What follows belongs to an exercise in optimizing a design on an open flow for small area, a short achievable clock period and few clock cycles; a production flow would make more cautious choices.
Function was checked by simulation only, so behaviour that the tests miss may differ from the original.
No activity file was given, so power comes from the tool's default toggle rates.

==> run a <==
Design wts_core, start of the top module:
module wts_core (
    input  wire        clk,
    input  wire        rst,
    input  wire        cmd_valid,
    output wire        cmd_ready,
    input  wire [31:0] cmd,
    input  wire [31:0] dat,
    output reg         rsp_valid,
    output reg  [31:0] rsp_data,
    output reg         rsp_err,
    output reg  [3:0]  rsp_code,
    output wire        out_valid,
    input  wire        out_ready,
    output reg         out_kind,
    output reg  [1:0]  out_rg,
    output wire [31:0] out_word,
    output reg         out_eol,
    output wire        sb_req,
    input  wire        sb_ack,
    output wire [31:0] sb_addr,
    input  wire [7:0]  sb_rdata,
    output wire        busy
);
Settings: LEC_CHECK=0, CAP_MARGIN=20, CORE_MARGIN=2, CORE_UTILIZATION=60, PLACE_DENSITY=0.7, SLEW_MARGIN=20, SETUP_SLACK_MARGIN=6; clock period 10.0 ns.
standard.sh (not shown) runs the stock make flow with config.mk's settings and CLKGATE_MAP_FILE= SYNTH_SCRIPT=/design/flow/synth_recipe.tcl, a recipe that flattens the netlist after the stock synthesis.
==> flow/flow/run.sh <==
#!/bin/bash
set -euo pipefail
sed -i '/SETUP_SLACK_MARGIN/d' config.mk
echo 'export SETUP_SLACK_MARGIN = 6' >> config.mk
bash standard.sh > standard.log 2>&1
==> inputs of run b, as changes to run a <==
--- a/flow/design.v
+++ b/flow/design.v
@@ -66,13 +66,14 @@
                      S_D4 = 6'd20, S_D5 = 6'd21,
                      S_P1 = 6'd22, S_P2 = 6'd23,
                      S_R0 = 6'd24, S_R1 = 6'd25, S_R2 = 6'd26,
                      S_STR = 6'd27, S_PAD = 6'd28, S_FIN = 6'd29,
                      S_C0 = 6'd30, S_C1 = 6'd31, S_C2 = 6'd32, S_C3 = 6'd33,
                      S_C4 = 6'd34, S_C5 = 6'd35, S_GW = 6'd36,
-                     S_EQ = 6'd37, S_RR = 6'd38, S_GX = 6'd39;
+                     S_EQ = 6'd37, S_RR = 6'd38, S_GX = 6'd39,
+                     S_R0W = 6'd40, S_C0W = 6'd41, S_WT1W = 6'd42;
     reg        ctrl_mode, ctrl_force;
     reg [31:0] r_start, r_end, r_sloop, r_eloop, r_dur, r_ldur;    
     reg [7:2]  wv;                    
     reg        segv, ok, smode, done, ill, nrdy;
     reg        e_order, e_malf, e_len, e_looplen, e_endloop;
     reg        rvld;                  
@@ -181,13 +182,13 @@
             6'h15:        rv = rvld ? {5'd0, qd, 1'b0} : 32'd0;
             default:      rv = 32'd0;
         endcase
     end
     reg         asub_q;               
     wire [32:0] asum;
-    wts_add32 u_add (.a(opa), .b(asub_q ? ~T : T), .ci(asub_q), .s(asum));
+    wts_add32 u_add (.a(opa), .b(T), .ci(asub_q), .s(asum));
     wire        bo   = !asum[32];                   
     wire        big  = (asum[31:25] != 7'd0);       
     reg         bo_q, big_q;                        
     wire [7:0]  mu;
     wts_mulaw u_mu (.x({rd_q, lo_q}), .code(mu));
     wire [7:0]  tag     = smode ? 8'h01 : 8'h81;
@@ -221,12 +222,13 @@
     wire        mu_load  = in_str && smode && rd_v && rd_hi && mu_free;
     wire        cap      = sb_req_q && sb_ack && !rd_keep;
     wire        cnt_en   = (op_q == OP_REGION);
     wire        can_push = (bcnt != 2'd3) || ofree;
     wire [7:0]  psum     = {1'b0, pc} + {6'd0, bcnt};
     reg  [5:0]  st_n;
+    reg         t_inv;                
     reg         t_en, t_dat, t_rv, t_sum, t_hs, t_hstag, t_wcf, t_np, t_mu, t_wd;
     reg         rsp_go, rsp_e;
     reg  [3:0]  rsp_c;
     reg         psh;                  
     reg  [1:0]  pbs;                  
     reg         hdr_emit, pad_close, pad_fit;
@@ -237,13 +239,13 @@
     reg         sba_ld, str_go, pc_ld;
     reg         cur_ld, dk_ld, cf_ld;
     reg  [1:0]  cur_n;
     reg         pnext;
     always @* begin
         st_n = st;       sel_n = sel;
-        t_en = 1'b0;     t_dat = 1'b0;   t_rv = 1'b0;   t_sum = 1'b0;
+        t_en = 1'b0;     t_dat = 1'b0;   t_rv = 1'b0;   t_sum = 1'b0;  t_inv = 1'b0;
         t_hs = 1'b0;     t_hstag = 1'b0; t_wcf = 1'b0;  t_np = 1'b0;  t_mu = 1'b0;  t_wd = 1'b0;
         rsp_go = 1'b0;   rsp_e = 1'b0;   rsp_c = 4'd0;
         psh = 1'b0;      pbs = 2'd0;
         hdr_emit = 1'b0; pad_close = 1'b0; pad_fit = 1'b0;
         wreg_en = 1'b0;  clr_en = 1'b0;
         g_m0 = 1'b0; g_m1 = 1'b0; g_o0 = 1'b0; g_o1 = 1'b0; g_endl = 1'b0; g_lool = 1'b0; g_fin = 1'b0;
@@ -299,22 +301,22 @@
                     dk_ld = 1'b1;
                     sel_n = rb_code; st_n = S_R0;
                 end
                 endcase
             end
         end
-        S_G1:  begin t_en = 1'b1; t_rv = 1'b1; sel_n = 6'h04; st_n = S_G2; end
+        S_G1:  begin t_en = 1'b1; t_rv = 1'b1; t_inv = 1'b1; sel_n = 6'h04; st_n = S_G2; end
         S_G2:  begin qa_ld = 1'b1; g_m0 = 1'b1; sel_n = 6'h05; st_n = S_G3; end
         S_G3:  begin ql_ld = 1'b1; g_o0 = 1'b1; sel_n = 6'h03; st_n = S_G4; end
         S_G4:  begin qd_ld = 1'b1; sel_n = 6'h04; st_n = S_G5; end
-        S_G5:  begin t_en = 1'b1; t_rv = 1'b1; sel_n = 6'h05; st_n = S_G6; end
+        S_G5:  begin t_en = 1'b1; t_rv = 1'b1; t_inv = 1'b1; sel_n = 6'h05; st_n = S_G6; end
         S_G6:  begin g_m1 = 1'b1; st_n = S_G7; end
-        S_G7:  begin t_en = 1'b1; t_rv = 1'b1; g_o1 = 1'b1; sel_n = 6'h03; st_n = S_G8; end
+        S_G7:  begin t_en = 1'b1; t_rv = 1'b1; t_inv = 1'b1; g_o1 = 1'b1; sel_n = 6'h03; st_n = S_G8; end
         S_G8:  begin g_m1 = 1'b1; sel_n = 6'h06; st_n = S_G9; end
         S_G9:  begin g_o1 = 1'b1; st_n = S_G10; end
-        S_G10: begin t_en = 1'b1; t_rv = 1'b1; g_endl = 1'b1; sel_n = 6'h07; st_n = S_G11; end
+        S_G10: begin t_en = 1'b1; t_rv = 1'b1; t_inv = 1'b1; g_endl = 1'b1; sel_n = 6'h07; st_n = S_G11; end
         S_G11: begin st_n = S_GX; end
         S_GX:  begin g_lool = 1'b1; st_n = S_GF; end
         S_GF: begin
             g_fin = 1'b1;
             if (fatal || ((op_q == OP_EXPORT) && !okc)) begin
                 t_en = 1'b1;
@@ -325,30 +327,30 @@
                 cur_ld = 1'b1; cur_n = 2'd0;
                 sel_n = 6'h10; st_n = S_R0;
             end
         end
         S_GW:  st_n = S_WT1;
         S_RR: begin
-            t_en = 1'b1; t_rv = 1'b1;
+            t_en = 1'b1; t_rv = 1'b1; t_inv = der_q && !wct_q;
             if (wct_q) begin
                 sel_n = 6'h0A; st_n = S_WT2;
             end else if (der_q) begin
                 sel_n = re_code; st_n = S_D2;
             end else begin
                 rsp_go = 1'b1;
             end
         end
         S_EQ:  begin t_en = 1'b1; t_mu = 1'b1; rsp_go = 1'b1; end
-        S_WT1: begin sel_n = 6'h0A; if (ofree) begin t_en = 1'b1; t_rv = 1'b1; st_n = S_WT2; end end
+        S_WT1: begin sel_n = 6'h0A; if (ofree) begin t_en = 1'b1; t_rv = 1'b1; st_n = S_WT2; end else st_n = S_WT1W; end
+        S_WT1W: begin sel_n = 6'h0B; st_n = S_WT1; end
         S_WT2: begin
             t_en = 1'b1; t_sum = 1'b1;
             rsp_go = 1'b1;
             rsp_e  = (op_q == OP_SEG) && !ok;
             rsp_c  = (op_q == OP_RREG) ? 4'd0 : code;
         end
-        S_D1: begin t_en = 1'b1; t_rv = 1'b1; sel_n = re_code; st_n = S_D2; end
         S_D2: begin t_en = 1'b1; t_sum = 1'b1; st_n = S_D3; end
         S_D3: begin
             t_en = 1'b1;
             case (dk)
                 2'b00: begin t_hs = 1'b1; rsp_go = 1'b1; end                   
                 2'b01: begin t_hs = 1'b1; st_n = S_D3P; end                    
@@ -372,13 +374,14 @@
             if (can_push) begin
                 psh = 1'b1;
                 if (bcnt == 2'd3) begin t_en = 1'b1; t_wd = 1'b1; end
                 st_n = S_FIN;
             end
         end
-        S_R0: begin sel_n = re_code; if (ofree) begin t_en = 1'b1; t_rv = 1'b1; sba_ld = 1'b1; st_n = S_R1; end end
+        S_R0: begin sel_n = re_code; if (ofree) begin t_en = 1'b1; t_rv = 1'b1; t_inv = 1'b1; sba_ld = 1'b1; st_n = S_R1; end else st_n = S_R0W; end
+        S_R0W: begin sel_n = rb_code; st_n = S_R0; end
         S_R1: begin t_en = 1'b1; t_sum = 1'b1; st_n = S_R2; end
         S_R2: begin
             sel_n = 6'h09;
             if (op_q == OP_PAD) begin
                 pc_ld = 1'b1; st_n = S_PAD;
             end else if (ofree) begin
@@ -430,13 +433,14 @@
             end else if (cnt_en) begin
                 st_n = S_C0;
             end else begin
                 st_n = S_FIN;
             end
         end
-        S_C0: begin sel_n = re_code; if (ofree) begin t_en = 1'b1; t_rv = 1'b1; st_n = S_C1; end end
+        S_C0: begin sel_n = re_code; if (ofree) begin t_en = 1'b1; t_rv = 1'b1; t_inv = 1'b1; st_n = S_C1; end else st_n = S_C0W; end
+        S_C0W: begin sel_n = rb_code; st_n = S_C0; end
         S_C1: begin t_en = 1'b1; t_sum = 1'b1; st_n = S_C2; end
         S_C2: begin                        
             if (smode) begin t_en = 1'b1; t_hs = 1'b1; end
             sel_n = 6'h0D; st_n = S_C3;
         end
         S_C3: begin t_en = 1'b1; t_sum = 1'b1; st_n = S_C4; end
@@ -459,13 +463,13 @@
             default: pb = mu_q;
         endcase
     end
     wire        close = (psh && (bcnt == 2'd3)) || pad_close;
     wire [7:0]  pbz   = pad_close ? 8'h00 : pb;
     wire [31:0] t_next = ({32{t_dat}} & dat) |
-                         ({32{t_rv}}  & opa) |
+                         ({32{t_rv}}  & (opa ^ {32{t_inv}})) |
                          ({32{t_sum}} & asum[31:0]) |
                          ({32{t_hs}}  & {(t_hstag ? tag : {7'd0, T[25]}), T[24:1]}) |
                          ({32{t_wd}}  & {pbz, acc}) |
                          ({32{t_wcf}} & wcf) |
                          ({32{t_np}}  & {25'd0, npad1}) |
                          ({32{t_mu}}  & {24'd0, mu_q});
@@ -490,14 +494,13 @@
             bad_q <= c_bad;
             der_q <= c_der;
             wct_q <= c_wct;
         end
         sel <= (st == S_IDLE) ? (c_wct ? 6'h0B : c_der ? {3'b010, cmd[17:16], 1'b0} : cmd[21:16])
                               : sel_n;
-        if (!((st == S_R0) || (st == S_C0) || (st == S_WT1)) || ofree)
-            opa <= rv;
+        opa <= rv;
         bo_q  <= bo;
         big_q <= big;
         if (cur_ld) cur_rg <= cur_n;
         if (st == S_IDLE) dk <= {cmd[21], cmd[18]};
         else if (dk_ld)   dk <= bcnt;
         if (hdr_emit) begin
==> flow/flow/run.sh (replaced) <==
#!/bin/bash
set -euo pipefail
sed -i '/SETUP_SLACK_MARGIN/d; /BUFFER_PORTS_ARGS/d' config.mk
echo 'export SETUP_SLACK_MARGIN = 6' >> config.mk
echo 'export BUFFER_PORTS_ARGS = -buffer_cell sky130_fd_sc_hd__buf_2' >> config.mk
bash standard.sh > standard.log 2>&1
--- a/flow/config.mk
+++ b/flow/config.mk
@@ -8,6 +8,7 @@
 export CAP_MARGIN = 20
 export CORE_MARGIN = 2
 export CORE_UTILIZATION = 60
 export PLACE_DENSITY = 0.7
 export SLEW_MARGIN = 20
 export SETUP_SLACK_MARGIN = 6
+export BUFFER_PORTS_ARGS = -buffer_cell sky130_fd_sc_hd__buf_2
==> inputs of run c, as changes to run a <==
--- a/flow/design.v
+++ b/flow/design.v
@@ -66,13 +66,14 @@
                      S_D4 = 6'd20, S_D5 = 6'd21,
                      S_P1 = 6'd22, S_P2 = 6'd23,
                      S_R0 = 6'd24, S_R1 = 6'd25, S_R2 = 6'd26,
                      S_STR = 6'd27, S_PAD = 6'd28, S_FIN = 6'd29,
                      S_C0 = 6'd30, S_C1 = 6'd31, S_C2 = 6'd32, S_C3 = 6'd33,
                      S_C4 = 6'd34, S_C5 = 6'd35, S_GW = 6'd36,
-                     S_EQ = 6'd37, S_RR = 6'd38, S_GX = 6'd39;
+                     S_EQ = 6'd37, S_RR = 6'd38, S_GX = 6'd39,
+                     S_R0W = 6'd40, S_C0W = 6'd41, S_WT1W = 6'd42;
     reg        ctrl_mode, ctrl_force;
     reg [31:0] r_start, r_end, r_sloop, r_eloop, r_dur, r_ldur;    
     reg [7:2]  wv;                    
     reg        segv, ok, smode, done, ill, nrdy;
     reg        e_order, e_malf, e_len, e_looplen, e_endloop;
     reg        rvld;                  
@@ -335,13 +336,14 @@
                 sel_n = re_code; st_n = S_D2;
             end else begin
                 rsp_go = 1'b1;
             end
         end
         S_EQ:  begin t_en = 1'b1; t_mu = 1'b1; rsp_go = 1'b1; end
-        S_WT1: begin sel_n = 6'h0A; if (ofree) begin t_en = 1'b1; t_rv = 1'b1; st_n = S_WT2; end end
+        S_WT1: begin sel_n = 6'h0A; if (ofree) begin t_en = 1'b1; t_rv = 1'b1; st_n = S_WT2; end else st_n = S_WT1W; end
+        S_WT1W: begin sel_n = 6'h0B; st_n = S_WT1; end
         S_WT2: begin
             t_en = 1'b1; t_sum = 1'b1;
             rsp_go = 1'b1;
             rsp_e  = (op_q == OP_SEG) && !ok;
             rsp_c  = (op_q == OP_RREG) ? 4'd0 : code;
         end
@@ -372,13 +374,14 @@
             if (can_push) begin
                 psh = 1'b1;
                 if (bcnt == 2'd3) begin t_en = 1'b1; t_wd = 1'b1; end
                 st_n = S_FIN;
             end
         end
-        S_R0: begin sel_n = re_code; if (ofree) begin t_en = 1'b1; t_rv = 1'b1; sba_ld = 1'b1; st_n = S_R1; end end
+        S_R0: begin sel_n = re_code; if (ofree) begin t_en = 1'b1; t_rv = 1'b1; sba_ld = 1'b1; st_n = S_R1; end else st_n = S_R0W; end
+        S_R0W: begin sel_n = rb_code; st_n = S_R0; end
         S_R1: begin t_en = 1'b1; t_sum = 1'b1; st_n = S_R2; end
         S_R2: begin
             sel_n = 6'h09;
             if (op_q == OP_PAD) begin
                 pc_ld = 1'b1; st_n = S_PAD;
             end else if (ofree) begin
@@ -430,13 +433,14 @@
             end else if (cnt_en) begin
                 st_n = S_C0;
             end else begin
                 st_n = S_FIN;
             end
         end
-        S_C0: begin sel_n = re_code; if (ofree) begin t_en = 1'b1; t_rv = 1'b1; st_n = S_C1; end end
+        S_C0: begin sel_n = re_code; if (ofree) begin t_en = 1'b1; t_rv = 1'b1; st_n = S_C1; end else st_n = S_C0W; end
+        S_C0W: begin sel_n = rb_code; st_n = S_C0; end
         S_C1: begin t_en = 1'b1; t_sum = 1'b1; st_n = S_C2; end
         S_C2: begin                        
             if (smode) begin t_en = 1'b1; t_hs = 1'b1; end
             sel_n = 6'h0D; st_n = S_C3;
         end
         S_C3: begin t_en = 1'b1; t_sum = 1'b1; st_n = S_C4; end
@@ -490,14 +494,13 @@
             bad_q <= c_bad;
             der_q <= c_der;
             wct_q <= c_wct;
         end
         sel <= (st == S_IDLE) ? (c_wct ? 6'h0B : c_der ? {3'b010, cmd[17:16], 1'b0} : cmd[21:16])
                               : sel_n;
-        if (!((st == S_R0) || (st == S_C0) || (st == S_WT1)) || ofree)
-            opa <= rv;
+        opa <= rv;
         bo_q  <= bo;
         big_q <= big;
         if (cur_ld) cur_rg <= cur_n;
         if (st == S_IDLE) dk <= {cmd[21], cmd[18]};
         else if (dk_ld)   dk <= bcnt;
         if (hdr_emit) begin
--- a/flow/config.mk
+++ b/flow/config.mk
@@ -5,9 +5,11 @@
 export SDC_FILE = /design/flow/constraint.sdc
 export NUM_CORES = 4
 export LEC_CHECK = 0
 export CAP_MARGIN = 20
 export CORE_MARGIN = 2
 export CORE_UTILIZATION = 60
+export CTS_CLUSTER_DIAMETER = 80
+export CTS_CLUSTER_SIZE = 30
 export PLACE_DENSITY = 0.7
 export SLEW_MARGIN = 20
 export SETUP_SLACK_MARGIN = 6
==> inputs of run d, as changes to run a <==
--- a/flow/design.v
+++ b/flow/design.v
@@ -66,13 +66,14 @@
                      S_D4 = 6'd20, S_D5 = 6'd21,
                      S_P1 = 6'd22, S_P2 = 6'd23,
                      S_R0 = 6'd24, S_R1 = 6'd25, S_R2 = 6'd26,
                      S_STR = 6'd27, S_PAD = 6'd28, S_FIN = 6'd29,
                      S_C0 = 6'd30, S_C1 = 6'd31, S_C2 = 6'd32, S_C3 = 6'd33,
                      S_C4 = 6'd34, S_C5 = 6'd35, S_GW = 6'd36,
-                     S_EQ = 6'd37, S_RR = 6'd38, S_GX = 6'd39;
+                     S_EQ = 6'd37, S_RR = 6'd38, S_GX = 6'd39,
+                     S_R0W = 6'd40, S_C0W = 6'd41, S_WT1W = 6'd42;
     reg        ctrl_mode, ctrl_force;
     reg [31:0] r_start, r_end, r_sloop, r_eloop, r_dur, r_ldur;    
     reg [7:2]  wv;                    
     reg        segv, ok, smode, done, ill, nrdy;
     reg        e_order, e_malf, e_len, e_looplen, e_endloop;
     reg        rvld;                  
@@ -181,13 +182,13 @@
             6'h15:        rv = rvld ? {5'd0, qd, 1'b0} : 32'd0;
             default:      rv = 32'd0;
         endcase
     end
     reg         asub_q;               
     wire [32:0] asum;
-    wts_add32 u_add (.a(opa), .b(asub_q ? ~T : T), .ci(asub_q), .s(asum));
+    wts_add32 u_add (.a(opa), .b(T), .ci(asub_q), .s(asum));
     wire        bo   = !asum[32];                   
     wire        big  = (asum[31:25] != 7'd0);       
     reg         bo_q, big_q;                        
     wire [7:0]  mu;
     wts_mulaw u_mu (.x({rd_q, lo_q}), .code(mu));
     wire [7:0]  tag     = smode ? 8'h01 : 8'h81;
@@ -221,12 +222,13 @@
     wire        mu_load  = in_str && smode && rd_v && rd_hi && mu_free;
     wire        cap      = sb_req_q && sb_ack && !rd_keep;
     wire        cnt_en   = (op_q == OP_REGION);
     wire        can_push = (bcnt != 2'd3) || ofree;
     wire [7:0]  psum     = {1'b0, pc} + {6'd0, bcnt};
     reg  [5:0]  st_n;
+    reg         t_inv;                
     reg         t_en, t_dat, t_rv, t_sum, t_hs, t_hstag, t_wcf, t_np, t_mu, t_wd;
     reg         rsp_go, rsp_e;
     reg  [3:0]  rsp_c;
     reg         psh;                  
     reg  [1:0]  pbs;                  
     reg         hdr_emit, pad_close, pad_fit;
@@ -237,13 +239,13 @@
     reg         sba_ld, str_go, pc_ld;
     reg         cur_ld, dk_ld, cf_ld;
     reg  [1:0]  cur_n;
     reg         pnext;
     always @* begin
         st_n = st;       sel_n = sel;
-        t_en = 1'b0;     t_dat = 1'b0;   t_rv = 1'b0;   t_sum = 1'b0;
+        t_en = 1'b0;     t_dat = 1'b0;   t_rv = 1'b0;   t_sum = 1'b0;  t_inv = 1'b0;
         t_hs = 1'b0;     t_hstag = 1'b0; t_wcf = 1'b0;  t_np = 1'b0;  t_mu = 1'b0;  t_wd = 1'b0;
         rsp_go = 1'b0;   rsp_e = 1'b0;   rsp_c = 4'd0;
         psh = 1'b0;      pbs = 2'd0;
         hdr_emit = 1'b0; pad_close = 1'b0; pad_fit = 1'b0;
         wreg_en = 1'b0;  clr_en = 1'b0;
         g_m0 = 1'b0; g_m1 = 1'b0; g_o0 = 1'b0; g_o1 = 1'b0; g_endl = 1'b0; g_lool = 1'b0; g_fin = 1'b0;
@@ -299,22 +301,22 @@
                     dk_ld = 1'b1;
                     sel_n = rb_code; st_n = S_R0;
                 end
                 endcase
             end
         end
-        S_G1:  begin t_en = 1'b1; t_rv = 1'b1; sel_n = 6'h04; st_n = S_G2; end
+        S_G1:  begin t_en = 1'b1; t_rv = 1'b1; t_inv = 1'b1; sel_n = 6'h04; st_n = S_G2; end
         S_G2:  begin qa_ld = 1'b1; g_m0 = 1'b1; sel_n = 6'h05; st_n = S_G3; end
         S_G3:  begin ql_ld = 1'b1; g_o0 = 1'b1; sel_n = 6'h03; st_n = S_G4; end
         S_G4:  begin qd_ld = 1'b1; sel_n = 6'h04; st_n = S_G5; end
-        S_G5:  begin t_en = 1'b1; t_rv = 1'b1; sel_n = 6'h05; st_n = S_G6; end
+        S_G5:  begin t_en = 1'b1; t_rv = 1'b1; t_inv = 1'b1; sel_n = 6'h05; st_n = S_G6; end
         S_G6:  begin g_m1 = 1'b1; st_n = S_G7; end
-        S_G7:  begin t_en = 1'b1; t_rv = 1'b1; g_o1 = 1'b1; sel_n = 6'h03; st_n = S_G8; end
+        S_G7:  begin t_en = 1'b1; t_rv = 1'b1; t_inv = 1'b1; g_o1 = 1'b1; sel_n = 6'h03; st_n = S_G8; end
         S_G8:  begin g_m1 = 1'b1; sel_n = 6'h06; st_n = S_G9; end
         S_G9:  begin g_o1 = 1'b1; st_n = S_G10; end
-        S_G10: begin t_en = 1'b1; t_rv = 1'b1; g_endl = 1'b1; sel_n = 6'h07; st_n = S_G11; end
+        S_G10: begin t_en = 1'b1; t_rv = 1'b1; t_inv = 1'b1; g_endl = 1'b1; sel_n = 6'h07; st_n = S_G11; end
         S_G11: begin st_n = S_GX; end
         S_GX:  begin g_lool = 1'b1; st_n = S_GF; end
         S_GF: begin
             g_fin = 1'b1;
             if (fatal || ((op_q == OP_EXPORT) && !okc)) begin
                 t_en = 1'b1;
@@ -325,30 +327,30 @@
                 cur_ld = 1'b1; cur_n = 2'd0;
                 sel_n = 6'h10; st_n = S_R0;
             end
         end
         S_GW:  st_n = S_WT1;
         S_RR: begin
-            t_en = 1'b1; t_rv = 1'b1;
+            t_en = 1'b1; t_rv = 1'b1; t_inv = der_q && !wct_q;
             if (wct_q) begin
                 sel_n = 6'h0A; st_n = S_WT2;
             end else if (der_q) begin
                 sel_n = re_code; st_n = S_D2;
             end else begin
                 rsp_go = 1'b1;
             end
         end
         S_EQ:  begin t_en = 1'b1; t_mu = 1'b1; rsp_go = 1'b1; end
-        S_WT1: begin sel_n = 6'h0A; if (ofree) begin t_en = 1'b1; t_rv = 1'b1; st_n = S_WT2; end end
+        S_WT1: begin sel_n = 6'h0A; if (ofree) begin t_en = 1'b1; t_rv = 1'b1; st_n = S_WT2; end else st_n = S_WT1W; end
+        S_WT1W: begin sel_n = 6'h0B; st_n = S_WT1; end
         S_WT2: begin
             t_en = 1'b1; t_sum = 1'b1;
             rsp_go = 1'b1;
             rsp_e  = (op_q == OP_SEG) && !ok;
             rsp_c  = (op_q == OP_RREG) ? 4'd0 : code;
         end
-        S_D1: begin t_en = 1'b1; t_rv = 1'b1; sel_n = re_code; st_n = S_D2; end
         S_D2: begin t_en = 1'b1; t_sum = 1'b1; st_n = S_D3; end
         S_D3: begin
             t_en = 1'b1;
             case (dk)
                 2'b00: begin t_hs = 1'b1; rsp_go = 1'b1; end                   
                 2'b01: begin t_hs = 1'b1; st_n = S_D3P; end                    
@@ -372,13 +374,14 @@
             if (can_push) begin
                 psh = 1'b1;
                 if (bcnt == 2'd3) begin t_en = 1'b1; t_wd = 1'b1; end
                 st_n = S_FIN;
             end
         end
-        S_R0: begin sel_n = re_code; if (ofree) begin t_en = 1'b1; t_rv = 1'b1; sba_ld = 1'b1; st_n = S_R1; end end
+        S_R0: begin sel_n = re_code; if (ofree) begin t_en = 1'b1; t_rv = 1'b1; t_inv = 1'b1; sba_ld = 1'b1; st_n = S_R1; end else st_n = S_R0W; end
+        S_R0W: begin sel_n = rb_code; st_n = S_R0; end
         S_R1: begin t_en = 1'b1; t_sum = 1'b1; st_n = S_R2; end
         S_R2: begin
             sel_n = 6'h09;
             if (op_q == OP_PAD) begin
                 pc_ld = 1'b1; st_n = S_PAD;
             end else if (ofree) begin
@@ -430,13 +433,14 @@
             end else if (cnt_en) begin
                 st_n = S_C0;
             end else begin
                 st_n = S_FIN;
             end
         end
-        S_C0: begin sel_n = re_code; if (ofree) begin t_en = 1'b1; t_rv = 1'b1; st_n = S_C1; end end
+        S_C0: begin sel_n = re_code; if (ofree) begin t_en = 1'b1; t_rv = 1'b1; t_inv = 1'b1; st_n = S_C1; end else st_n = S_C0W; end
+        S_C0W: begin sel_n = rb_code; st_n = S_C0; end
         S_C1: begin t_en = 1'b1; t_sum = 1'b1; st_n = S_C2; end
         S_C2: begin                        
             if (smode) begin t_en = 1'b1; t_hs = 1'b1; end
             sel_n = 6'h0D; st_n = S_C3;
         end
         S_C3: begin t_en = 1'b1; t_sum = 1'b1; st_n = S_C4; end
@@ -459,13 +463,13 @@
             default: pb = mu_q;
         endcase
     end
     wire        close = (psh && (bcnt == 2'd3)) || pad_close;
     wire [7:0]  pbz   = pad_close ? 8'h00 : pb;
     wire [31:0] t_next = ({32{t_dat}} & dat) |
-                         ({32{t_rv}}  & opa) |
+                         ({32{t_rv}}  & (opa ^ {32{t_inv}})) |
                          ({32{t_sum}} & asum[31:0]) |
                          ({32{t_hs}}  & {(t_hstag ? tag : {7'd0, T[25]}), T[24:1]}) |
                          ({32{t_wd}}  & {pbz, acc}) |
                          ({32{t_wcf}} & wcf) |
                          ({32{t_np}}  & {25'd0, npad1}) |
                          ({32{t_mu}}  & {24'd0, mu_q});
@@ -490,14 +494,13 @@
             bad_q <= c_bad;
             der_q <= c_der;
             wct_q <= c_wct;
         end
         sel <= (st == S_IDLE) ? (c_wct ? 6'h0B : c_der ? {3'b010, cmd[17:16], 1'b0} : cmd[21:16])
                               : sel_n;
-        if (!((st == S_R0) || (st == S_C0) || (st == S_WT1)) || ofree)
-            opa <= rv;
+        opa <= rv;
         bo_q  <= bo;
         big_q <= big;
         if (cur_ld) cur_rg <= cur_n;
         if (st == S_IDLE) dk <= {cmd[21], cmd[18]};
         else if (dk_ld)   dk <= bcnt;
         if (hdr_emit) begin
==> flow/flow/run.sh (replaced) <==
#!/bin/bash
set -euo pipefail
sed -i '/SETUP_SLACK_MARGIN/d; /BUFFER_PORTS_ARGS/d' config.mk
echo 'export SETUP_SLACK_MARGIN = 6' >> config.mk
echo 'export BUFFER_PORTS_ARGS = -buffer_cell sky130_fd_sc_hd__buf_1' >> config.mk
bash standard.sh > standard.log 2>&1
--- a/flow/config.mk
+++ b/flow/config.mk
@@ -8,6 +8,7 @@
 export CAP_MARGIN = 20
 export CORE_MARGIN = 2
 export CORE_UTILIZATION = 60
 export PLACE_DENSITY = 0.7
 export SLEW_MARGIN = 20
 export SETUP_SLACK_MARGIN = 6
+export BUFFER_PORTS_ARGS = -buffer_cell sky130_fd_sc_hd__buf_1
==> comparison table <==
Final Worst Setup Slack: run d 5920 ps; run a 5780 ps; run c 5580 ps; run b 5800 ps
Instance area after placement: run d 28,100 µm²; run a 29,700 µm²; run c 29,500 µm²; run b 28,300 µm²
Placer congestion estimate: run d 1.02; run a 1.01; run c 1.01; run b 0.985
Area of the multi-input gates: run d 13,400 µm²; run a 13,500 µm²; run c 13,500 µm²; run b 13,300 µm²
Repair and plain buffers: run d 326; run a 345; run c 340; run b 324
Number of search-and-repair iterations in the first detailed-routing pass: run d 10; run a 10; run c 15; run b 10
Met3 GRT Util: run d 16.3%; run a 16.0%; run c 18.1%; run b 15.0%
Status: run d timing/DRC/antenna clean; run a timing/DRC/antenna clean; run c timing/DRC/antenna clean; run b timing/DRC/antenna clean
DR vias: run d 24,800; run a 25,400; run c 25,300; run b 24,900
Switching portion of total power: run d 43.3%; run a 43.0%; run c 44.8%; run b 43.0%
Clock network latency to the later pin of the worst-skew pair: run d 630 ps; run a 620 ps; run c 650 ps; run b 630 ps
Total clock network power: run d 1.87 mW; run a 1.96 mW; run c 1.31 mW; run b 1.89 mW
Area of the die: run d 47,100 µm²; run a 47,700 µm²; run c 47,200 µm²; run b 47,100 µm²
Final cycle utilization of the critical path: run d 40.8%; run a 42.2%; run c 44.2%; run b 42.0%
Antenna violations before repair: run d 4; run a 2; run c 5; run b 6
Combinational power: run d 4.28 mW; run a 4.87 mW; run c 4.47 mW; run b 4.27 mW
Critical Path Fanout Max: run d 5; run a 16; run c 4; run b 5
Testbench counts of run a, summed over its fixed seeds: cycles 99,941.
Testbench counts of run b, summed over its fixed seeds: cycles 99,941.
Testbench counts of run c, summed over its fixed seeds: cycles 99,941.
Testbench counts of run d, summed over its fixed seeds: cycles 99,941.

port drivers added, routing unchanged:
In the flow no input, the clock included, has a driving cell. The finished layouts below were timed again as built, in two steps. Step 1 sets driving cells, clkbuf_16 on the clock port and buf_2 on the other inputs (assumed; they add their load-dependent delay and slew). Step 2 moves the port delays by t, midway between the first and last clock arrival at a register: inputs arrive t later, outputs are due t later. That takes back most of the time a late clock gives input paths. Three values: ideal, step 1, step 2; two values: the first two.
run | shift t [ns] | slack for setup (ns) | worst setup path at the end | clock arrival spread, ns
run a | 0.675 | 5.778 / 5.778 / 5.292 | input to register | 0.023 / 0.023
run b | 0.679 | 5.801 / 5.801 / 5.290 | input to register | 0.032 / 0.032
run c | 0.688 | 5.584 / 5.584 / 5.290 | input to register | 0.047 / 0.046
run d | 0.679 | 5.919 / 5.955 / 5.276 | input to register | 0.030 / 0.031
After both steps every run listed still meets setup and hold. The setup slack of run d, which loses most, moves by +0.036 ns with the drivers and by -0.643 ns with both steps.
